This design comes from an exercise in tuning for small area, a short achievable clock period and few clock cycles on the open sky130 flow, not from production work. At most, simulation tests tie the RTL to the original design; equivalence was not proved. No functional check of the RTL was part of run 1. No activity file was given, so power comes from the tool's default toggle rates.

==> flow/design.v <==
module crc16_step1 (
    input  wire [15:0] c_in,     
    input  wire [7:0]  b,
    output wire [15:0] c_out
);
    function [15:0] step;
        input [15:0] c;
        input [7:0]  d;
        reg   [15:0] s;
        integer k;
        begin
            s = {c[7:0], c[15:8]} ^ {8'h00, d};
            for (k = 0; k < 8; k = k + 1)
                s = (s >> 1) ^ ({16{s[0]}} & 16'hA001);
            step = {s[7:0], s[15:8]};
        end
    endfunction
    assign c_out = step(c_in, b);
endmodule
module crc16_step2 (
    input  wire [15:0] c_in,
    input  wire [7:0]  b0,
    input  wire [7:0]  b1,
    output wire [15:0] c_out
);
    wire [15:0] c_mid;
    crc16_step1 u0 (.c_in(c_in),  .b(b0), .c_out(c_mid));
    crc16_step1 u1 (.c_in(c_mid), .b(b1), .c_out(c_out));
endmodule
module modbus_frame_engine (
    input  wire        clk,
    input  wire        rst,
    input  wire        cmd_we,
    input  wire [31:0] cmd,
    input  wire [2:0]  arg_we,
    input  wire [31:0] arg0,
    input  wire [31:0] arg1,
    input  wire [31:0] arg2,
    output wire [31:0] result,
    output wire [31:0] status
);
    localparam [3:0] C_OK               = 4'd0;
    localparam [3:0] C_INVALID_ARGUMENT = 4'd1;
    localparam [3:0] C_BAD_CRC          = 4'd4;
    localparam [3:0] C_UNEXPECTED_SLAVE = 4'd5;
    localparam [3:0] C_SHORT_FRAME      = 4'd7;
    localparam [3:0] C_NOT_STARTED      = 4'd10;
    localparam [3:0] C_ILLEGAL_COMMAND  = 4'd11;
    localparam [2:0] M_CRC16  = 3'd0;
    localparam [2:0] M_VERIFY = 3'd1;
    localparam [2:0] M_APPEND = 3'd2;
    localparam [2:0] M_BREQ   = 3'd3;
    localparam [2:0] M_READ   = 3'd4;
    reg [8:0]  a0_q;
    reg        a0hi_q;
    reg [15:0] a1_q, a2_q;
    reg [15:0] result_q;    
    reg [3:0]  code_q;
    reg        busy_q;
    reg        run_q;
    reg [7:0]  slave_q;
    reg        pw1_q, pw2_q;
    reg [7:0]  pa_q;
    reg [7:0]  pd0_q, pd1_q;
    reg [8:0]  p_q;
    reg [15:0] crc_q;
    reg [2:0]  mode_q;
    reg [8:0]  len_q;       
    reg        init_q;      
    reg        bseq_q;      
    reg        rd_q;        
    reg [15:0] rrow_q;      
    reg [15:0] rcol_q;      
    assign result = {16'h0000, result_q};
    assign status = {16'h0000, slave_q, 1'b0  , run_q, busy_q, 1'b0  , code_q};
    wire        we0  = arg_we[0];
    wire [8:0]  a0   = we0 ? arg0[8:0] : a0_q;
    wire [15:0] a1   = arg_we[1] ? arg1[15:0] : a1_q;
    wire [15:0] a2   = arg_we[2] ? arg2[15:0] : a2_q;
    wire        in_hi = |arg0[31:9];
    function [5:0] a0_tests;    
        input       hi;
        input [8:0] v;
        begin
            a0_tests[5] = hi | (v[8] & (|v[7:0]));
            a0_tests[4] = hi | v[8];
            a0_tests[3] = hi | v[8] | (&v[7:0]);
            a0_tests[2] = !hi && (v[8:2] == 7'd0);
            a0_tests[1] = !hi && (v[8:1] == 8'd0);
            a0_tests[0] = !hi && !v[8] && (v[7:0] != 8'd0) && (v[7:0] <= 8'd247);
        end
    endfunction
    wire [5:0] tst = we0 ? a0_tests(in_hi, arg0[8:0]) : a0_tests(a0hi_q, a0_q);
    wire a0_gt256 = tst[5];
    wire a0_gt255 = tst[4];
    wire a0_gt254 = tst[3];
    wire a0_lt4   = tst[2];
    wire a0_lt2   = tst[1];
    wire a0_slave = tst[0];
    wire [8:0] a0p2 = we0 ? arg0[8:0] + 9'd2 : a0_q + 9'd2;
    wire [8:0] a0m2 = we0 ? arg0[8:0] - 9'd2 : a0_q - 9'd2;
    wire acc = cmd_we && !busy_q;
    wire is_nop   = (cmd == 32'h00);
    wire is_crc   = (cmd == 32'h01);
    wire is_ver   = (cmd == 32'h02);
    wire is_breq  = (cmd == 32'h03);
    wire is_rsp   = (cmd == 32'h04);
    wire is_app   = (cmd == 32'h05);
    wire is_str   = (cmd == 32'h06);
    wire is_rd    = (cmd == 32'h07);
    wire is_wr    = (cmd == 32'h08);
    wire is_chk   = (cmd == 32'h09);
    wire is_start = (cmd == 32'h20);
    wire is_stop  = (cmd == 32'h21);
    wire legal = is_nop | is_crc | is_ver | is_breq | is_rsp | is_app | is_str |
                 is_rd | is_wr | is_chk | is_start | is_stop;
    wire       breq_wr = acc && is_breq && run_q && !rst;
    wire [7:0] fb_raw;
    wire [7:0] fb0, fb2, fb3, fb4, fb5;
    frame_buffer u_fb (
        .clk   (clk),
        .pw1   (pw1_q),
        .pw2   (pw2_q),
        .pa    (pa_q),
        .pd0   (pd0_q),
        .pd1   (pd1_q),
        .hw    (breq_wr),
        .hd    ({a1, a2}),
        .rrow  (rrow_q),
        .rcol  (rcol_q),
        .rdata (fb_raw),
        .b0    (fb0),
        .b2    (fb2),
        .b3    (fb3),
        .b4    (fb4),
        .b5    (fb5)
    );
    wire [7:0] fb_first = ((pw1_q | pw2_q) && pa_q == 8'd0) ? pd0_q : fb0;
    wire for_me = (fb_first == slave_q) || (fb_first == 8'h00);
    wire chk_ok = (a0[7:0] == fb_first) || (a0[7:0] == 8'h00);
    wire        pa_zero = (pa_q == 8'd0);
    wire [15:0] base    = pa_zero ? 16'hFFFF : crc_q;
    wire [15:0] crc_one, crc_two;
    crc16_step1 u_s1 (.c_in(base), .b(pd0_q), .c_out(crc_one));
    crc16_step2 u_s2 (.c_in(base), .b0(pd0_q), .b1(pd1_q), .c_out(crc_two));
    reg  [8:0]  p_e;
    reg  [15:0] crc_e;
    always @(*) begin
        p_e   = p_q;
        crc_e = crc_q;
        if (pw1_q || pw2_q) begin
            if (pa_zero || {1'b0, pa_q} == p_q) begin
                p_e   = {1'b0, pa_q} + (pw2_q ? 9'd2 : 9'd1);
                crc_e = pw2_q ? crc_two : crc_one;
            end else if ({1'b0, pa_q} < p_q) begin
                p_e   = 9'd0;
                crc_e = 16'hFFFF;
            end
        end
    end
    wire crc_zero = (crc_e == 16'd0);
    wire hit = we0 ? ({in_hi, arg0[8:0]} == {1'b0, p_e})
                   : ({a0hi_q, a0_q} == {1'b0, p_e});
    wire walking  = busy_q && (mode_q == M_CRC16 || mode_q == M_VERIFY ||
                               mode_q == M_APPEND);
    wire walk_end = walking && (p_q == len_q) && !pw1_q && !init_q;
    wire walk_rd  = walking && (p_q != len_q) && !pw1_q && !init_q;
    wire restart  = walking && init_q && (len_q < p_q);
    wire [8:0] p_nx = restart ? 9'd0 : p_e;
    wire t_crc_inv   = is_crc & a0_gt256;
    wire t_crc_hit   = is_crc & !a0_gt256 & hit;
    wire t_crc_miss  = is_crc & !a0_gt256 & !hit;
    wire ver_run     = is_ver & run_q;
    wire t_ver_ns    = is_ver & !run_q;
    wire t_ver_inv   = ver_run & a0_gt256;
    wire t_ver_short = ver_run & !a0_gt256 & a0_lt4;
    wire ver_go      = ver_run & !a0_gt256 & !a0_lt4;
    wire t_ver_skip  = ver_go & !for_me;
    wire t_ver_hit   = ver_go & for_me & hit;
    wire t_ver_miss  = ver_go & for_me & !hit;
    wire t_ver_ok    = t_ver_hit & crc_zero;
    wire t_ver_bad   = t_ver_hit & !crc_zero;
    wire t_breq_ns   = is_breq & !run_q;
    wire t_breq      = is_breq & run_q;
    wire t_app_inv   = is_app & a0_gt254;
    wire t_app_hit   = is_app & !a0_gt254 & hit;
    wire t_app_miss  = is_app & !a0_gt254 & !hit;
    wire t_str_inv   = is_str & (a0_lt2 | a0_gt256);
    wire t_str_ok    = is_str & !(a0_lt2 | a0_gt256);
    wire t_rd_inv    = is_rd & a0_gt255;
    wire t_rd        = is_rd & !a0_gt255;
    wire t_wr_inv    = is_wr & a0_gt255;
    wire t_wr        = is_wr & !a0_gt255;
    wire t_chk_bad   = is_chk & !chk_ok;
    wire t_start_inv = is_start & (run_q | !a0_slave);
    wire t_start     = is_start & !run_q & a0_slave;
    wire res_zero = t_crc_inv | t_ver_ns | t_ver_inv | t_ver_short | t_ver_skip |
                    t_ver_bad | t_app_inv | t_str_inv | t_rd_inv;
    wire res_we   = acc & (res_zero | t_crc_hit | t_ver_ok | t_app_hit | t_str_ok);
    wire [15:0] res_val = ({16{t_crc_hit}} & crc_e) |
                          ({16{t_ver_ok}}  & {7'd0, a0}) |
                          ({16{t_app_hit}} & {7'd0, a0p2}) |
                          ({16{t_str_ok}}  & {7'd0, a0m2});
    wire code_we = acc & !(legal & (t_crc_miss | t_ver_miss | t_breq | t_app_miss | t_rd));
    wire c_inv   = t_crc_inv | t_ver_inv | t_app_inv | t_str_inv | t_rd_inv |
                   t_wr_inv | t_start_inv;
    wire c_bad   = t_ver_bad;
    wire c_short = t_ver_short;
    wire c_ns    = t_ver_ns | t_breq_ns;
    wire c_unexp = t_chk_bad;
    wire c_ill   = !legal;
    wire [3:0] code_val = {c_ns | c_ill,
                           c_bad | c_unexp | c_short,
                           c_short | c_ns | c_ill,
                           c_inv | c_unexp | c_short | c_ill};
    wire go_busy = acc & (t_crc_miss | t_ver_miss | t_breq | t_app_miss | t_rd);
    reg  [15:0] walk_res;
    reg  [3:0]  walk_code;
    always @(*) begin
        walk_code = C_OK;
        case (mode_q)
            M_CRC16:  walk_res = crc_q;
            M_VERIFY: begin
                walk_res  = (crc_q == 16'd0) ? {7'd0, len_q} : 16'd0;
                walk_code = (crc_q == 16'd0) ? C_OK : C_BAD_CRC;
            end
            default:  walk_res = {7'd0, len_q} + 16'd2;
        endcase
    end
    wire breq_end = busy_q && (mode_q == M_BREQ) && bseq_q;
    wire fin_we   = walk_end | breq_end | rd_q;
    reg        nw1, nw2;
    reg  [7:0] na;
    reg  [7:0] nd0, nd1;
    always @(*) begin
        nw1 = 1'b0;
        nw2 = 1'b0;
        na  = 8'd0;
        nd0 = 8'd0;
        nd1 = 8'd0;
        if (rst) begin
        end else if (acc) begin
            nw1 = t_wr;
            nw2 = t_breq | is_rsp | t_app_hit;
            na  = (t_wr | t_app_hit) ? a0[7:0] : 8'd0;
            nd0 = ({8{t_wr}} & a1[7:0]) | ({8{t_breq}} & slave_q) |
                  ({8{is_rsp}} & a0[7:0]) | ({8{t_app_hit}} & crc_e[15:8]);
            nd1 = ({8{t_breq}} & a0[7:0]) | ({8{is_rsp}} & a1[7:0]) |
                  ({8{t_app_hit}} & crc_e[7:0]);
        end else if (busy_q) begin
            if (mode_q == M_BREQ) begin
                nw2 = 1'b1;
                na  = bseq_q ? 8'd4 : 8'd2;
                nd0 = bseq_q ? fb4 : fb2;
                nd1 = bseq_q ? fb5 : fb3;
            end else if (walk_rd) begin
                nw1 = 1'b1;
                na  = p_q[7:0];
                nd0 = fb_raw;
            end else if (walk_end && mode_q == M_APPEND) begin
                nw2 = 1'b1;
                na  = len_q[7:0];
                nd0 = crc_q[15:8];
                nd1 = crc_q[7:0];
            end
        end
    end
    wire       rd_go = acc & t_rd;
    function [15:0] onehot16;
        input [3:0] v;
        begin
            onehot16 = 16'd0;
            onehot16[v] = 1'b1;
        end
    endfunction
    always @(posedge clk) begin
        rrow_q <= rd_go ? onehot16(a0[7:4]) : onehot16(p_nx[7:4]);
        rcol_q <= rd_go ? onehot16(a0[3:0]) : onehot16(p_nx[3:0]);
        pw1_q  <= nw1;
        pw2_q  <= nw2;
        pa_q   <= na;
        pd0_q  <= nd0;
        pd1_q  <= nd1;
        if (rst) begin
            a0_q     <= 9'd0;
            a0hi_q   <= 1'b0;
            a1_q     <= 16'd0;
            a2_q     <= 16'd0;
            result_q <= 16'd0;
            code_q   <= C_OK;
            busy_q   <= 1'b0;
            run_q    <= 1'b0;
            slave_q  <= 8'd0;
            p_q      <= 9'd0;
            crc_q    <= 16'hFFFF;
            mode_q   <= M_CRC16;
            len_q    <= 9'd0;
            init_q   <= 1'b0;
            bseq_q   <= 1'b0;
            rd_q     <= 1'b0;
        end else begin
            if (arg_we[0]) begin
                a0_q   <= arg0[8:0];
                a0hi_q <= in_hi;
            end
            if (arg_we[1]) a1_q <= arg1[15:0];
            if (arg_we[2]) a2_q <= arg2[15:0];
            p_q   <= p_nx;
            crc_q <= restart ? 16'hFFFF : crc_e;
            rd_q <= rd_go;
            if (res_we)
                result_q <= res_val;
            else if (rd_q)
                result_q <= {8'd0, fb_raw};
            else if (walk_end)
                result_q <= walk_res;
            if (code_we)
                code_q <= code_val;
            else if (fin_we)
                code_q <= walk_end ? walk_code : C_OK;
            if (go_busy)
                busy_q <= 1'b1;
            else if (fin_we)
                busy_q <= 1'b0;
            if (acc) begin
                mode_q <= is_rd  ? M_READ :
                          is_breq ? M_BREQ :
                          is_ver ? M_VERIFY :
                          is_app ? M_APPEND : M_CRC16;
                len_q  <= a0;
                init_q <= 1'b1;
                bseq_q <= 1'b0;
            end else begin
                init_q <= 1'b0;
                if (busy_q) bseq_q <= 1'b1;
            end
            if (acc & t_start) begin
                slave_q <= a0[7:0];
                run_q   <= 1'b1;
            end else if (acc & is_stop) begin
                slave_q <= 8'd0;
                run_q   <= 1'b0;
            end
        end
    end
endmodule
module frame_buffer (
    input  wire        clk,
    input  wire        pw1,
    input  wire        pw2,
    input  wire [7:0]  pa,
    input  wire [7:0]  pd0,
    input  wire [7:0]  pd1,
    input  wire        hw,
    input  wire [31:0] hd,
    input  wire [15:0] rrow,
    input  wire [15:0] rcol,
    output reg  [7:0]  rdata,
    output wire [7:0]  b0,
    output wire [7:0]  b2,
    output wire [7:0]  b3,
    output wire [7:0]  b4,
    output wire [7:0]  b5
);
    wire       we_e = pw2 | (pw1 & !pa[0]);
    wire       we_o = pw2 | (pw1 &  pa[0]);
    wire [6:0] wa_e = (pw2 & pa[0]) ? pa[7:1] + 7'd1 : pa[7:1];
    wire [6:0] wa_o = pa[7:1];
    wire [7:0] wd_e = pa[0] ? pd1 : pd0;
    wire [7:0] wd_o = (pw2 & !pa[0]) ? pd1 : pd0;
    wire [2047:0] flat;    
    genvar g;
    generate
        for (g = 0; g < 128; g = g + 1) begin : g_fbuf
            reg [7:0] ev_q, od_q;
            if (g == 1 || g == 2) begin : g_hw
                always @(posedge clk) begin
                    if (hw)
                        ev_q <= hd[31 - 16*(g-1) -: 8];
                    else if (we_e && wa_e == g)
                        ev_q <= wd_e;
                    if (hw)
                        od_q <= hd[23 - 16*(g-1) -: 8];
                    else if (we_o && wa_o == g)
                        od_q <= wd_o;
                end
            end else begin : g_pw
                always @(posedge clk) begin
                    if (we_e && wa_e == g) ev_q <= wd_e;
                    if (we_o && wa_o == g) od_q <= wd_o;
                end
            end
            assign flat[16*g+7:16*g]    = ev_q;
            assign flat[16*g+15:16*g+8] = od_q;
        end
    endgenerate
    assign b0 = flat[7:0];
    assign b2 = flat[23:16];
    assign b3 = flat[31:24];
    assign b4 = flat[39:32];
    assign b5 = flat[47:40];
    reg [7:0] rowv;
    integer i, j;
    always @(*) begin
        rdata = 8'd0;
        for (j = 0; j < 16; j = j + 1) begin
            rowv = 8'd0;
            for (i = 0; i < 16; i = i + 1)
                rowv = rowv | ({8{rcol[i]}} & flat[8*(16*j+i) +: 8]);
            rdata = rdata | ({8{rrow[j]}} & rowv);
        end
    end
endmodule
==> flow/flow/run.sh <==
#!/bin/bash
set -euo pipefail
bash standard.sh SETUP_SLACK_MARGIN=7 TNS_END_PERCENT=10 MATCH_CELL_FOOTPRINT=0 \
    "BUFFER_PORTS_ARGS=-buffer_cell sky130_fd_sc_hd__buf_2" finish > layout.log 2>&1
==> flow/standard.sh <==
#!/bin/bash
# synth_recipe.tcl (not shown) runs the flow's synth.tcl, then flattens the netlist and writes it again
# the make line also repeats each setting of config.mk as NAME=value (left out here)
make -C /OpenROAD-flow-scripts/flow DESIGN_CONFIG=/design/flow/config.mk WORK_HOME=/design/flow/orfs CLKGATE_MAP_FILE= SYNTH_SCRIPT=/design/flow/synth_recipe.tcl "${@:-finish}"
==> flow/config.mk <==
export PLATFORM = sky130hd
export DESIGN_NAME = modbus_frame_engine
export DESIGN_NICKNAME = modbus_frame_engine
export VERILOG_FILES = /design/flow/design.v
export SDC_FILE = /design/flow/constraint.sdc
export NUM_CORES = 4
export LEC_CHECK = 0
export CAP_MARGIN = 20
export CORE_MARGIN = 2
export CORE_UTILIZATION = 65
export CTS_BUF_LIST = sky130_fd_sc_hd__clkbuf_4 sky130_fd_sc_hd__clkbuf_8
export PLACE_DENSITY = 0.75
export SETUP_SLACK_MARGIN = 5
export SLEW_MARGIN = 20
==> flow/constraint.sdc <==
create_clock -name core_clock -period 10.0 [get_ports {clk}]
set_input_delay 2.0000 -clock core_clock [delete_from_list [all_inputs] [get_ports {clk}]]
set_output_delay 2.0000 -clock core_clock [all_outputs]
set_load 0.01 [all_outputs]
==> results of run 1 <==
==> area by class of cell <==
| cell class | count | area, um^2 | share of cell area [%] |
|---|---|---|---|
| Sequential cell | 2218 | 65030 | 64.32 |
| Multi-Input combinational cell | 2953 | 22660 | 22.41 |
| Clock buffer | 467 | 5814 | 5.750 |
| Timing Repair Buffer | 480 | 4541 | 4.491 |
| Tap cell | 1755 | 2196 | 2.172 |
| Clock inverter | 120 | 686.9 | 0.6794 |
| Inverter | 37 | 168.9 | 0.1671 |
| Antenna cell | 5 | 12.51 | 0.01237 |
==> layout by cell type, fill, tap and decap left out, drive strengths merged, types with 9 or more instances in the layout <==
master and instances:
a211oi 40, a21oi 110, a221o 9, a221oi 340, a22o 329, a22oi 426, a31oi 22, and2 10
and3 18, buf 469, clkbuf 478, clkinv 104, clkinvlp 13, conb 34, dfxtp 170, edfxtp 2048
ha 34, inv 34, mux2 22, mux2i 65, nand2 171, nand2b 16, nand3 120, nand4 158
nor2 478, nor2b 19, nor3 29, nor4 31, o211ai 11, o21a 10, o21ai 150, o22ai 22
o31ai 14, or2 10, or3 27, xnor2 75, xor2 39
==> worst max-delay path, delay by kind of cell, from the launching register on <==
family                 cells  cell delay, ps
AOI/OAI and AO/OA          4             960
buffers and inverters      3             970
DFF                        1             460
and+or+nand+nor            4            1130
==> power groups by stage <==
stage / Combinational, mW / Clock, mW / Sequential, mW
2_1_floorplan: 0.110 / 0 / 10.2
3_3_place_gp: 0.176 / 0 / 10.2
3_5_place_dp: 0.178 / 0 / 10.2
4_1_cts: 0.197 / 7.33 / 10.0
5_1_grt: 0.224 / 7.74 / 9.99
6_report: 0.216 / 7.40 / 9.99
==> registers in the layout, summed over array words and instances (netlist names), 3 cells and up <==
name,count
rcol_q,16
slave_q,8
mode_q,3
pd0_q,8
code_q,4
crc_q,16
u_fb.g_fbuf.ev_q,1024
rrow_q,16
pa_q,8
a0_q,9
a1_q,16
p_q,9
len_q,9
pd1_q,8
u_fb.g_fbuf.od_q,1024
result_q,16
a2_q,16
==> kinds of logic (layout without fill, tap and decap cells) <==
kind of cell,after synthesis,after routing
other,1,39
AND/OR/NAND/NOR,1126,1130
AO/OA/AOI/OAI,1548,1548
multiplexers,87,87
adder cells (fa/ha/maj),35,35
XOR/XNOR,119,119
buffers and inverters,430,1104
flip-flops,2218,2218
==> layer usage <==
layer	share of wire, %	wire length, um	vias to the layer above	global-route usage, %
met5	0.080	247	-	0.4986
met4	7.3	22700	10	27.22
met3	17	54090	1258	17.30
met2	43	134200	6342	64.45
met1	32	99480	29590	57.45
li1	-	-	23590	-
==> final timing paths <==
check | from | endpoint | slack [ps]
min reg2reg | a1_q[12]$_SDFF_PP0_ | a1_q[12]$_SDFF_PP0_ | 490
max | rcol_q[9]$_DFF_P_ | pd0_q[1]$_SDFF_PP0_ | 6090
max reg2reg | rcol_q[9]$_DFF_P_ | pd0_q[1]$_SDFF_PP0_ | 6090
min | a1_q[12]$_SDFF_PP0_ | a1_q[12]$_SDFF_PP0_ | 490
==> repair_timing <==
action / in CTS / in global routing
cloned: 11 / 3
pin swaps: 102 / 87
gates resized for setup: 573 / 226
buffers inserted: 118 / 103
endpoints found under the setup margin: 2971 / 2713
==> through the flow <==
step	hold slack [ps]	setup slack [ps]	cell area, um^2	utilization (%)	instances
2_1_floorplan	455.8	5400	86650	-	5597
3_3_place_gp	472.3	3815	88930	67.56	7205
3_5_place_dp	480.7	3851	88950	67.57	7206
4_1_cts	494.9	6164	98930	75.16	7922
5_1_grt	539.4	6014	101100	76.81	8033
6_report	492.1	6091	101100	76.82	8035
==> results by group, run 1 <==
Setup path
  • Slowest-stage cell, CP: sky130_fd_sc_hd__dfxtp_4
  • Critical Path Source Type: flop
  • Critical path cell sequence: buf_12 -> buf_4 -> a22oi_1 -> nand4_1 -> o21ai_1 -> nand4_1 -> nor4_1 -> buf_4 -> o221ai_1 -> nand2_1 -> o21ai_1
  • Arrival time reported for the critical path endpoint: 4780 ps
  • Slowest Stage Delay on Critical Path: 460 ps
  • Nature of the critical path endpoint: flop
  • Data required time at the worst endpoint: 10870 ps
  • Type of the worst setup path: flop to flop
  • Worst reg2reg path depth: 11
  • Critical path fanouts, max: 61

Status
  • Result of the run: no timing/DRC/antenna violations

Placement
  • Routability cong.: 0.9858
  • Total half-perimeter wirelength after legalization and detailed placement: 174.3 mm
  • Number of I/O port buffers: 131

Route
  • First-iteration detailed-routing DRC count: 11700
  • Total iterations of the first detailed-routing run: 9
  • Via count normalized by instance count: 7.565
  • Total via count in the routed design: 60790
  • Detailed-route wire length: 310.7 mm
  • Routed len/inst: 38.67 um
  • Remaining design rule violation count: 0
  • Detail Route Antenna Nets: 0

Timing
  • Slew Limit Fails: 0
  • Fmax: 0.2558 GHz
  • Total Neg Setup Slack: 0 ps
  • Worst slew pin tran: 1230 ps
  • Setup skew after layout: 94.95 ps
  • Minimum clock period: 3909 ps
  • Number of endpoints with negative hold slack in the final report: 0
  • Final setup violation count: 0
  • RSZ-0062 raised after global routing: true
  • Post-route fraction of the period consumed by the critical path: 39.09%
  • Max-Slew Margin vs Limit: 17.83%

Power
  • Combinational group share of total power: 1.2%
  • Switching part of the total: 20.75%
  • Power density normalized to cell area: 174.2 nW/um^2
  • Static leakage: 28.13 nW
  • Sw power: 3.653 mW
  • Sequential share of power: 56.7%
  • Total power of the final layout: 17.61 mW
  • Clock network fraction of design power: 42.0%
  • Largest voltage drop on the vdd net: 179.1 uV
  • Cell-internal power: 13.96 mW

Global routing
  • Antenna violations before repair: 10
  • Wire length of the first global-routing pass: 424.7 mm
  • Via count of the first global-routing pass: 57740
  • Largest net degree at the start of global routing: 89
  • Total gr overflow: 0
  • Total routing usage reported by global routing: 44.64%

Clock network
  • TritonCTS clock tree: built
  • Buffer type at the clock tree root: sky130_fd_sc_hd__clkbuf_8
  • CTS Buf Count: 350
  • Hold buffers post-CTS: 0
  • Clock slew seen by the registers of the worst setup and hold paths: 60 ps
  • Number of H-tree branching levels: 5
  • # clock sinks: 2218
  • Maximum clock insertion buffer count: 4
  • Skew-Pair Late Insertion Delay: 1070 ps

Synth
  • Register area share after synthesis: 75.12%
  • EDFF count, synth: 2048
  • Most frequently used cell type in the post-synthesis netlist: sky130_fd_sc_hd__edfxtp_1
  • Average size of a mapped cell: 15.53 um^2
  • Main combinational cell family by area after synthesis: compound AO/OA/AOI/OAI gates
  • Cell taking the most area after synthesis: sky130_fd_sc_hd__edfxtp_1
  • Adder-cell share of the synthesized area: 0.5155%
  • Main synth FF type: sky130_fd_sc_hd__edfxtp_1
  • Simple-Gate Fraction of Synth Area: 6.191%
  • Biggest area contributors in the synthesized netlist: sky130_fd_sc_hd__edfxtp_1 (71%), sky130_fd_sc_hd__dfxtp_1 (3.9%), sky130_fd_sc_hd__a22oi_1 (3.7%)
  • Post-synthesis cell area: 86400 um^2
  • Proportion of register bits with asynchronous set or reset after synthesis: 0%
  • Number of synthesized register bits: 2218
  • Area share of xor/xnor cells in the synthesized design: 1.296%
  • Synth Area in Compound Gates: 13.77%
  • Cell types with the highest counts after synthesis: sky130_fd_sc_hd__edfxtp_1 (2048), sky130_fd_sc_hd__nor2_1 (475), sky130_fd_sc_hd__a22oi_1 (426), sky130_fd_sc_hd__a221oi_1 (340), sky130_fd_sc_hd__a22o_1 (329)
  • Library cells used by synthesis: 86
  • Number of warning messages in the yosys log: 3
  • Proportion of netlist area held by the largest area contributor: 71.18%
  • Multiplexer area fraction after synthesis: 1.044%
  • Synthesized netlist cell count: 5564

Min path
  • Min-Delay Path Class: flop to flop
  • Worst Hold Path Cells: 2

Layout
  • Net total in the final layout: 6209
  • Number of fillers in the final layout: 7326
  • Layout overhead on the synthesized area: 17.02%
  • Proportion of layout cells with a drive suffix above 1: 23.75%

Floorplanning
  • Die outline area: 135900 um^2
  • Number of top-level design ports: 198
  • Core region area: 131600 um^2
  • Height of the chip: 368.6 um
  • Initial Utilization: 65.64%
  • Width of the chip: 368.6 um
  • Row Count: 133

Run
  • Max-cap violations: 0
==> inputs of run 2 (changes only) <==
--- a/flow/design.v
+++ b/flow/design.v
@@ -152,7 +152,7 @@
             if (pa_zero || {1'b0, pa_q} == p_q) begin
                 p_e   = {1'b0, pa_q} + (pw2_q ? 9'd2 : 9'd1);
                 crc_e = pw2_q ? crc_two : crc_one;
-            end else if ({1'b0, pa_q} < p_q) begin
+            end else begin
                 p_e   = 9'd0;
                 crc_e = 16'hFFFF;
             end
==> run 2 against run 1 <==
Die area decreased by 0.18%. Synthesized cell count decreased by 0.43%. First-iteration DRC count increased by 5.5%. Global-route usage decreased by 1.6 points. Worst hold slack got worse by 9.1 ps. Fmax decreased by 3.5%. Clock power increased by 2%. Critical path type unchanged.
==> results by group, run 2 <==
Route
  • Detail Route Antenna Nets: 0
  • Remaining design rule violation count: 0
  • First-iteration detailed-routing DRC count: 12350
  • Routed len/inst: 38.31 um
  • Total via count in the routed design: 61050
  • Total iterations of the first detailed-routing run: 9
  • Via count normalized by instance count: 7.607
  • Detailed-route wire length: 307.5 mm

Synth
  • Register area share after synthesis: 75.26%
  • Number of warning messages in the yosys log: 3
  • Proportion of netlist area held by the largest area contributor: 71.31%
  • Synthesized netlist cell count: 5540
  • Number of synthesized register bits: 2218
  • Simple-Gate Fraction of Synth Area: 6.336%
  • Post-synthesis cell area: 86240 um^2
  • Main synth FF type: sky130_fd_sc_hd__edfxtp_1
  • Area share of xor/xnor cells in the synthesized design: 1.359%
  • EDFF count, synth: 2048
  • Library cells used by synthesis: 96
  • Main combinational cell family by area after synthesis: compound AO/OA/AOI/OAI gates
  • Synth Area in Compound Gates: 13.63%
  • Proportion of register bits with asynchronous set or reset after synthesis: 0%
  • Most frequently used cell type in the post-synthesis netlist: sky130_fd_sc_hd__edfxtp_1
  • Adder-cell share of the synthesized area: 0.4004%
  • Cell taking the most area after synthesis: sky130_fd_sc_hd__edfxtp_1
  • Multiplexer area fraction after synthesis: 0.9343%
  • Biggest area contributors in the synthesized netlist: sky130_fd_sc_hd__edfxtp_1 (71%), sky130_fd_sc_hd__dfxtp_1 (3.9%), sky130_fd_sc_hd__a22oi_1 (3.6%)
  • Average size of a mapped cell: 15.57 um^2
  • Cell types with the highest counts after synthesis: sky130_fd_sc_hd__edfxtp_1 (2048), sky130_fd_sc_hd__nor2_1 (503), sky130_fd_sc_hd__a22oi_1 (408), sky130_fd_sc_hd__a221oi_1 (345), sky130_fd_sc_hd__a22o_1 (334)

Setup path
  • Slowest Stage Delay on Critical Path: 590 ps
  • Flop-to-flop setup slack: 5950 ps
  • Critical Path Source Type: flop
  • Worst Setup SP: pw2_q$_SDFF_PP0_
  • Critical path fanouts, max: 10
  • Nature of the critical path endpoint: flop
  • Instance count on the critical path: 16
  • Worst reg2reg path depth: 16
  • Buffers & Inverters on Critical Path: 5
  • Worst setup endpoint: result_q[8]$_SDFFE_PP0P_
  • Arrival time reported for the critical path endpoint: 4930 ps
  • Slowest-stage cell, CP: sky130_fd_sc_hd__or4_4
  • Type of the worst setup path: flop to flop
  • Critical path cell sequence: buf_12 -> buf_4 -> or2_0 -> nand4_4 -> o41ai_4 -> buf_4 -> a22oi_2 -> xnor2_1 -> or4_4 -> o311a_4 -> nor2_4 -> buf_12 -> buf_8 -> o21ai_2 -> a211oi_2 -> nor3_1
  • Data required time at the worst endpoint: 10880 ps
  • Worst flop-to-flop path endpoint: result_q[8]$_SDFFE_PP0P_
  • Delay-heaviest family, CP: simple AND/OR/NAND/NOR gates
  • Launch point of the worst reg-to-reg path: pw2_q$_SDFF_PP0_

Timing
  • Fmax: 0.2468 GHz
  • Minimum clock period: 4052 ps
  • Slew Limit Fails: 0
  • Worst slew pin tran: 1305 ps
  • Setup skew after layout: 82.62 ps
  • Post-route fraction of the period consumed by the critical path: 40.52%
  • Final setup violation count: 0
  • Final Hold Slack: 483.0 ps
  • Total Neg Setup Slack: 0 ps
  • RSZ-0062 raised after global routing: true
  • Number of endpoints with negative hold slack in the final report: 0
  • Max-Slew Margin vs Limit: 12.82%

Layout
  • Net total in the final layout: 6164
  • Leading cell type in the layout, fill and taps excluded: sky130_fd_sc_hd__edfxtp_1
  • Final standard cell utilization of the core: 76.96%
  • Most used cells in the layout excluding fill and tap cells: sky130_fd_sc_hd__edfxtp_1 (2048), sky130_fd_sc_hd__a22oi_1 (402), sky130_fd_sc_hd__clkbuf_8 (360)
  • Layout overhead on the synthesized area: 17.46%
  • Largest registers ranked by flip-flop count: u_fb.g_fbuf.ev_q: 1024 flops, u_fb.g_fbuf.od_q: 1024 flops
  • Number of fillers in the final layout: 7234
  • Proportion of layout cells with a drive suffix above 1: 24.19%
  • Post-route non-filler standard cell count: 8025

Floorplanning
  • Width of the chip: 368.3 um
  • Row Count: 133
  • Height of the chip: 368.3 um
  • Die outline area: 135600 um^2
  • Core region area: 131600 um^2
  • Number of top-level design ports: 198
  • Initial Utilization: 65.52%

Clock network
  • # clock sinks: 2218
  • Maximum clock insertion buffer count: 4
  • TritonCTS clock tree: built
  • Skew-Pair Late Insertion Delay: 1080 ps
  • Number of H-tree branching levels: 5
  • Buffer type at the clock tree root: sky130_fd_sc_hd__clkbuf_8
  • Clock slew seen by the registers of the worst setup and hold paths: 60 ps
  • CTS Buf Count: 350

Global routing
  • Via count of the first global-routing pass: 57030
  • Total routing usage reported by global routing: 43.08%
  • Antenna violations before repair: 14
  • Wire length of the first global-routing pass: 410.4 mm
  • Largest net degree at the start of global routing: 128
  • Total gr overflow: 0

Status
  • Result of the run: no timing/DRC/antenna violations

Power
  • Static leakage: 29.49 nW
  • Power density normalized to cell area: 175.0 nW/um^2
  • Largest voltage drop on the vdd net: 141.3 uV

Min path
  • Min-Delay Path Class: flop to flop

Placement
  • Placed Cells: 7175
  • Total half-perimeter wirelength after legalization and detailed placement: 167.5 mm
  • Routability cong.: 0.9774
  • Number of I/O port buffers: 131

Run
  • Max-cap violations: 0
## run 2: cell count changes in the layout (fill, tap and decap cells not counted), sizes merged, moves of 17 or more
cell    before  now
a22oi      426  408
buf        469  451
nor2       478  506
nor3        29   48
o21ai      150  131
o221ai       7   24
## run 2: repair_timing
item                                     CTS  global route
setup buffers                            100           105
pin swaps                                 85           123
gates cloned                               6            16
hold buffers                               0             0
endpoints found under the setup margin  2717          2360
gates resized for setup                  445           384
hold endpoints to repair                   0             0
## run 2: report_power, final
| part | switching [mW] | internal (mW) | total (mW) |
|---|---|---|---|
| Clock | 3.50 | 4.02 | 7.53 |
| Combinational | 0.136 | 0.0784 | 0.214 |
| Sequential | 0.0136 | 9.98 | 9.99 |
| Total | 3.65 | 14.1 | 17.7 |
## run 2: worst reg2reg max path, stage by stage, from the launching register on
cell                       delay (ps)
sky130_fd_sc_hd__dfxtp_2          360
sky130_fd_sc_hd__buf_12           150
sky130_fd_sc_hd__buf_4            170
sky130_fd_sc_hd__or2_0            310
sky130_fd_sc_hd__nand4_4          250
sky130_fd_sc_hd__o41ai_4          140
sky130_fd_sc_hd__buf_4            170
sky130_fd_sc_hd__a22oi_2          320
sky130_fd_sc_hd__xnor2_1          210
sky130_fd_sc_hd__or4_4            590
sky130_fd_sc_hd__o311a_4          430
sky130_fd_sc_hd__nor2_4           120
sky130_fd_sc_hd__buf_12           160
sky130_fd_sc_hd__buf_8            110
sky130_fd_sc_hd__o21ai_2           50
sky130_fd_sc_hd__a211oi_2         270
sky130_fd_sc_hd__nor3_1            80
## run 2: kinds of logic (layout without fill, tap and decap cells)
group | count (synthesis) | after routing
flip-flops | 2218 | 2218
AO/OA/AOI/OAI | 1513 | 1514
AND/OR/NAND/NOR | 1156 | 1161
buffers and inverters | 430 | 1102
XOR/XNOR | 116 | 116
multiplexers | 79 | 79
adder cells (fa/ha/maj) | 27 | 27
other | 1 | 53
## run 2: metrics by stage
step	power (mW)	instance area (um^2)	worst slack (ps)
after floorplan	10.30	86490	5288
after global placement	10.35	88770	3746
after detailed placement	10.35	88770	3641
after CTS	17.65	98170	6063
after global routing	18.06	101300	5895
final	17.73	101300	5948
## run 2: layout make-up
class | instances | area [um^2] | area share (%)
Antenna cell | 19 | 47.55 | 0.04694
Clock buffer | 472 | 5796 | 5.721
Clock inverter | 128 | 837.1 | 0.8263
Inverter | 36 | 152.6 | 0.1507
Multi-Input combinational cell | 2931 | 22520 | 22.23
Sequential cell | 2218 | 65040 | 64.21
Tap cell | 1755 | 2196 | 2.168
Timing Repair Buffer | 466 | 4711 | 4.650
## run 2: how the worst min path moves through the flow
stage	start	end	slack (ps)	depth (start not counted)
2_1_floorplan	a1_q[10]$_SDFF_PP0_	a1_q[10]$_SDFF_PP0_	460	2
4_1_cts	a1_q[12]$_SDFF_PP0_	a1_q[12]$_SDFF_PP0_	490	2
6_report	a1_q[12]$_SDFF_PP0_	a1_q[12]$_SDFF_PP0_	480	2
3_3_place_gp	code_q[3]$_SDFFE_PP0P_	code_q[3]$_SDFFE_PP0P_	450	2
3_5_place_dp	a1_q[12]$_SDFF_PP0_	a1_q[12]$_SDFF_PP0_	480	2
5_1_grt	a1_q[12]$_SDFF_PP0_	a1_q[12]$_SDFF_PP0_	510	2
## run 2: layer usage
layer	vias to the layer above	wire length, um	track usage (%)
li1	23480	-	-
met1	29650	98620	56.06
met2	6479	131500	61.91
met3	1425	54390	16.09
met4	16	22640	26.39
met5	-	290	0.7835
Testbench counts of run 2, summed over its fixed seeds: cycles 65,908.
==> inputs of run 3 (changes only) <==
==> flow/flow/run.sh (replaced) <==
#!/bin/bash
set -euo pipefail
bash standard.sh SETUP_SLACK_MARGIN=7 MATCH_CELL_FOOTPRINT=0 \
    "BUFFER_PORTS_ARGS=-buffer_cell sky130_fd_sc_hd__buf_2" finish > layout.log 2>&1
--- a/flow/config.mk
+++ b/flow/config.mk
@@ -9,6 +9,9 @@
 export CORE_MARGIN = 2
 export CORE_UTILIZATION = 65
 export CTS_BUF_LIST = sky130_fd_sc_hd__clkbuf_4 sky130_fd_sc_hd__clkbuf_8
+export CTS_CLUSTER_DIAMETER = 50
+export CTS_CLUSTER_SIZE = 14
 export PLACE_DENSITY = 0.75
 export SETUP_SLACK_MARGIN = 5
 export SLEW_MARGIN = 20
+export TNS_END_PERCENT = 0
==> run 3 against run 2 <==
Largest cell class unchanged. Sequential power hardly changed. Critical path type unchanged. Clock power fell by 34%. Largest power group unchanged. Total power fell by 15%. Still clean.
==> results by group, run 3 <==
Power
  • Combinational group share of total power: 1.3%
  • Power density normalized to cell area: 161.6 nW/um^2
  • Switching part of the total: 20.38%
  • Largest voltage drop on the vdd net: 170.0 uV
  • Sequential share of power: 65.9%
  • Clock network fraction of design power: 32.8%
  • Cell-internal power: 12.05 mW
  • Sw power: 3.085 mW
  • Static leakage: 26.06 nW

Synth
  • Number of warning messages in the yosys log: 3
  • Main synth FF type: sky130_fd_sc_hd__edfxtp_1
  • Most frequently used cell type in the post-synthesis netlist: sky130_fd_sc_hd__edfxtp_1
  • Cell taking the most area after synthesis: sky130_fd_sc_hd__edfxtp_1
  • Synthesized netlist cell count: 5540
  • Average size of a mapped cell: 15.57 um^2
  • Post-synthesis cell area: 86240 um^2
  • Proportion of netlist area held by the largest area contributor: 71.31%
  • Biggest area contributors in the synthesized netlist: sky130_fd_sc_hd__edfxtp_1 (71%), sky130_fd_sc_hd__dfxtp_1 (3.9%), sky130_fd_sc_hd__a22oi_1 (3.6%)
  • Register area share after synthesis: 75.26%
  • Cell types with the highest counts after synthesis: sky130_fd_sc_hd__edfxtp_1 (2048), sky130_fd_sc_hd__nor2_1 (503), sky130_fd_sc_hd__a22oi_1 (408), sky130_fd_sc_hd__a221oi_1 (345), sky130_fd_sc_hd__a22o_1 (334)
  • Library cells used by synthesis: 96
  • Proportion of register bits with asynchronous set or reset after synthesis: 0%
  • EDFF count, synth: 2048
  • Number of synthesized register bits: 2218

Setup path
  • Slowest-stage cell, CP: sky130_fd_sc_hd__or4_1
  • Worst reg2reg path depth: 11
  • Launch point of the worst reg-to-reg path: rcol_q[3]$_DFF_P_
  • Critical Path Source Type: flop
  • Worst flop-to-flop path endpoint: result_q[2]$_SDFFE_PP0P_
  • Arrival time reported for the critical path endpoint: 4960 ps
  • Critical path cell sequence: buf_12 -> a22oi_1 -> nand4_1 -> o21ai_1 -> nand4_1 -> or4_1 -> clkinvlp_4 -> nand2_1 -> o22a_1 -> nor2_1 -> nor3_1
  • Critical path fanouts, max: 75
  • Type of the worst setup path: flop to flop
  • Nature of the critical path endpoint: flop
  • Data required time at the worst endpoint: 10840 ps
  • Slowest Stage Delay on Critical Path: 680 ps
  • Cell repeated most along the worst path: sky130_fd_sc_hd__nand4_1
  • Flop-to-flop setup slack: 5880 ps

Route
  • Remaining design rule violation count: 0
  • Routed length on met1: 95.37 mm
  • Via count normalized by instance count: 7.623
  • Total via count in the routed design: 57190
  • Detail Route Antenna Nets: 0
  • Detailed-route wire length: 281.6 mm
  • First-iteration detailed-routing DRC count: 10030
  • DR WL met2: 122.5 mm
  • Detail Route met3 WL: 46.25 mm
  • Total iterations of the first detailed-routing run: 9
  • Top sig layer: met5
  • Routed len/inst: 37.54 um

Timing
  • RSZ-0062 raised after global routing: true
  • Max-Slew Margin vs Limit: 17.25%
  • Post-route fraction of the period consumed by the critical path: 41.22%
  • Fmax: 0.2426 GHz
  • Minimum clock period: 4122 ps
  • Final setup violation count: 0
  • Slew Limit Fails: 0
  • Number of endpoints with negative hold slack in the final report: 0
  • Setup skew after layout: 52.31 ps
  • Total Neg Setup Slack: 0 ps
  • Final Worst Setup Slack: 5878 ps
  • Worst slew pin tran: 1238 ps

Floorplanning
  • Initial Utilization: 65.52%
  • Row Count: 133
  • Number of top-level design ports: 198
  • Core region area: 131600 um^2
  • Die outline area: 135600 um^2
  • Height of the chip: 368.3 um
  • Width of the chip: 368.3 um

Global routing
  • Largest net degree at the start of global routing: 96
  • Via count of the first global-routing pass: 53540
  • Total gr overflow: 0
  • Antenna violations before repair: 7
  • Wire length of the first global-routing pass: 392.6 mm
  • Total routing usage reported by global routing: 41.11%

Min path
  • Worst Hold Path Cells: 2
  • Min-Delay Path Class: flop to flop
  • Endpoint of the worst hold-timing path: code_q[3]$_SDFFE_PP0P_
  • Origin of the worst min-delay path: code_q[3]$_SDFFE_PP0P_

Layout
  • Most used cells in the layout excluding fill and tap cells: sky130_fd_sc_hd__edfxtp_1 (2048), sky130_fd_sc_hd__a22oi_1 (406), sky130_fd_sc_hd__nor2_1 (375)
  • Post-route non-filler standard cell count: 7502
  • Largest registers ranked by flip-flop count: u_fb.g_fbuf.ev_q: 1024 flops, u_fb.g_fbuf.od_q: 1024 flops
  • Net total in the final layout: 5832
  • Number of fillers in the final layout: 8334
  • Final standard cell utilization of the core: 71.17%
  • Leading cell type in the layout, fill and taps excluded: sky130_fd_sc_hd__edfxtp_1
  • Proportion of layout cells with a drive suffix above 1: 14.94%
  • Layout overhead on the synthesized area: 8.628%

Clock network
  • Number of H-tree branching levels: 4
  • TritonCTS clock tree: built
  • CTS Buf Count: 188
  • # clock sinks: 2218
  • Maximum clock insertion buffer count: 3
  • Buffer type at the clock tree root: sky130_fd_sc_hd__clkbuf_8
  • Clock slew seen by the registers of the worst setup and hold paths: 90 ps
  • Skew-Pair Late Insertion Delay: 990 ps

Placement
  • Total half-perimeter wirelength after legalization and detailed placement: 164.0 mm
  • Worst slack at placement: 3605 ps
  • Routability cong.: 0.9691
  • Placed Cells: 7167
  • Number of I/O port buffers: 131

Status
  • Result of the run: no timing/DRC/antenna violations

Run
  • Max-cap violations: 0
run 3: final cells by class:
class                      count  area, um^2  share of cell area, %
multi-input combinational   2927       20760                  22.17
sequential                  2218       64990                  69.37
clock inverter                40       407.9                 0.4354
inverter                      36       146.4                 0.1563
tap                         1755        2196                  2.344
antenna                        5       12.51                0.01336
clock buffer                 221        2867                  3.060
timing repair buffer         300        2300                  2.455
run 3: cells by family (layout without fill, tap and decap cells):
logic type | Yosys count | count (layout) | share of synthesized area, %
buffers and inverters | 430 | 597 | 2.080
xor gates and xnor gates | 116 | 116 | 1.359
adders and majority gates | 27 | 27 | 0.4004
muxes | 79 | 79 | 0.9343
and+or+nand+nor | 1156 | 1157 | 6.336
DFF | 2218 | 2218 | 75.26
AOI/OAI and AO/OA | 1513 | 1514 | 13.63
other | 1 | 39 | 0.004348
run 3: power groups by stage:
stage / Clock (mW) / Sequential (mW) / Combinational, mW
2_1_floorplan: 0 / 10.2 / 0.105
3_3_place_gp: 0 / 10.2 / 0.165
3_5_place_dp: 0 / 10.2 / 0.167
4_1_cts: 4.93 / 9.97 / 0.183
5_1_grt: 5.23 / 9.98 / 0.202
6_report: 4.97 / 9.98 / 0.192
run 3: how the worst max path moves through the flow:
stage,startpoint,end,slack [ps],depth (start not counted)
2_1_floorplan,cmd[4],result_q[7]$_SDFFE_PP0P_,5290,13
3_5_place_dp,arg_we[0],pa_q[3]$_SDFF_PP0_,3610,12
6_report,rcol_q[3]$_DFF_P_,result_q[2]$_SDFFE_PP0P_,5880,11
4_1_cts,arg0[27],result_q[1]$_SDFFE_PP0P_,6120,15
3_3_place_gp,arg_we[0],pa_q[2]$_SDFF_PP0_,3630,12
5_1_grt,cmd[4],result_q[1]$_SDFFE_PP0P_,5890,15
run 3: routing by layer:
| metal | up-vias | global-route usage [%] |
|---|---|---|
| met4 | 6 | 22.37 |
| met2 | 5534 | 59.38 |
| met3 | 955 | 13.71 |
| met5 | - | 0.3205 |
| met1 | 28130 | 55.67 |
| li1 | 22560 | - |
run 3: through the flow:
step	instance area, um^2	hold WS (ps)	power [mW]
2_1_floorplan	86480	455.8	10.30
3_3_place_gp	88740	456.1	10.35
3_5_place_dp	88760	470.6	10.36
4_1_cts	93320	480.5	15.09
5_1_grt	93670	489.1	15.41
6_report	93680	476.0	15.14
run 3: timing repair:
action	4_1_cts	5_1_grt
setup endpoints to repair	3078	2876
resized for setup	247	48
gates cloned	3	0
buffers inserted	53	7
pin swaps	46	7
hold buffers	0	0
run 3: critical path: cells and delay by family, from the launching register on:
kind,cells,cell delay [ps]
buffers and inverters,2,620
flip-flops,1,560
AND/OR/NAND/NOR,6,1530
AO/OA/AOI/OAI,3,1200

-- static timing again, ports no longer ideal --
No port has a modelled driver above. Below, the same layouts with a new extraction and two added sets of constraints.
Step 1: set_driving_cell puts a clkbuf_16 on clk and a buf_2 on each other input, an assumption about the parent block.
Step 2 moves the port delays by t, midway between the first and last clock arrival at a register: inputs arrive t later, outputs are due t later. That takes back most of the time a late clock gives input paths.
Three values: ideal ports, drivers, drivers and shift; two values: the first two.
run	t (ns)	setup slack, ns	slew at the worst register clock pin (ns)
run 1	1.095	6.091 / 6.091 / 5.029	0.07 / 0.07
run 2	1.119	5.948 / 5.948 / 4.849	0.08 / 0.08
run 3	1.042	5.878 / 5.878 / 4.927	0.10 / 0.10
After both steps every run listed still meets setup and hold. For run 2, which loses most, drivers alone change the setup slack by 0.000 ns; drivers and shift together by -1.099 ns.
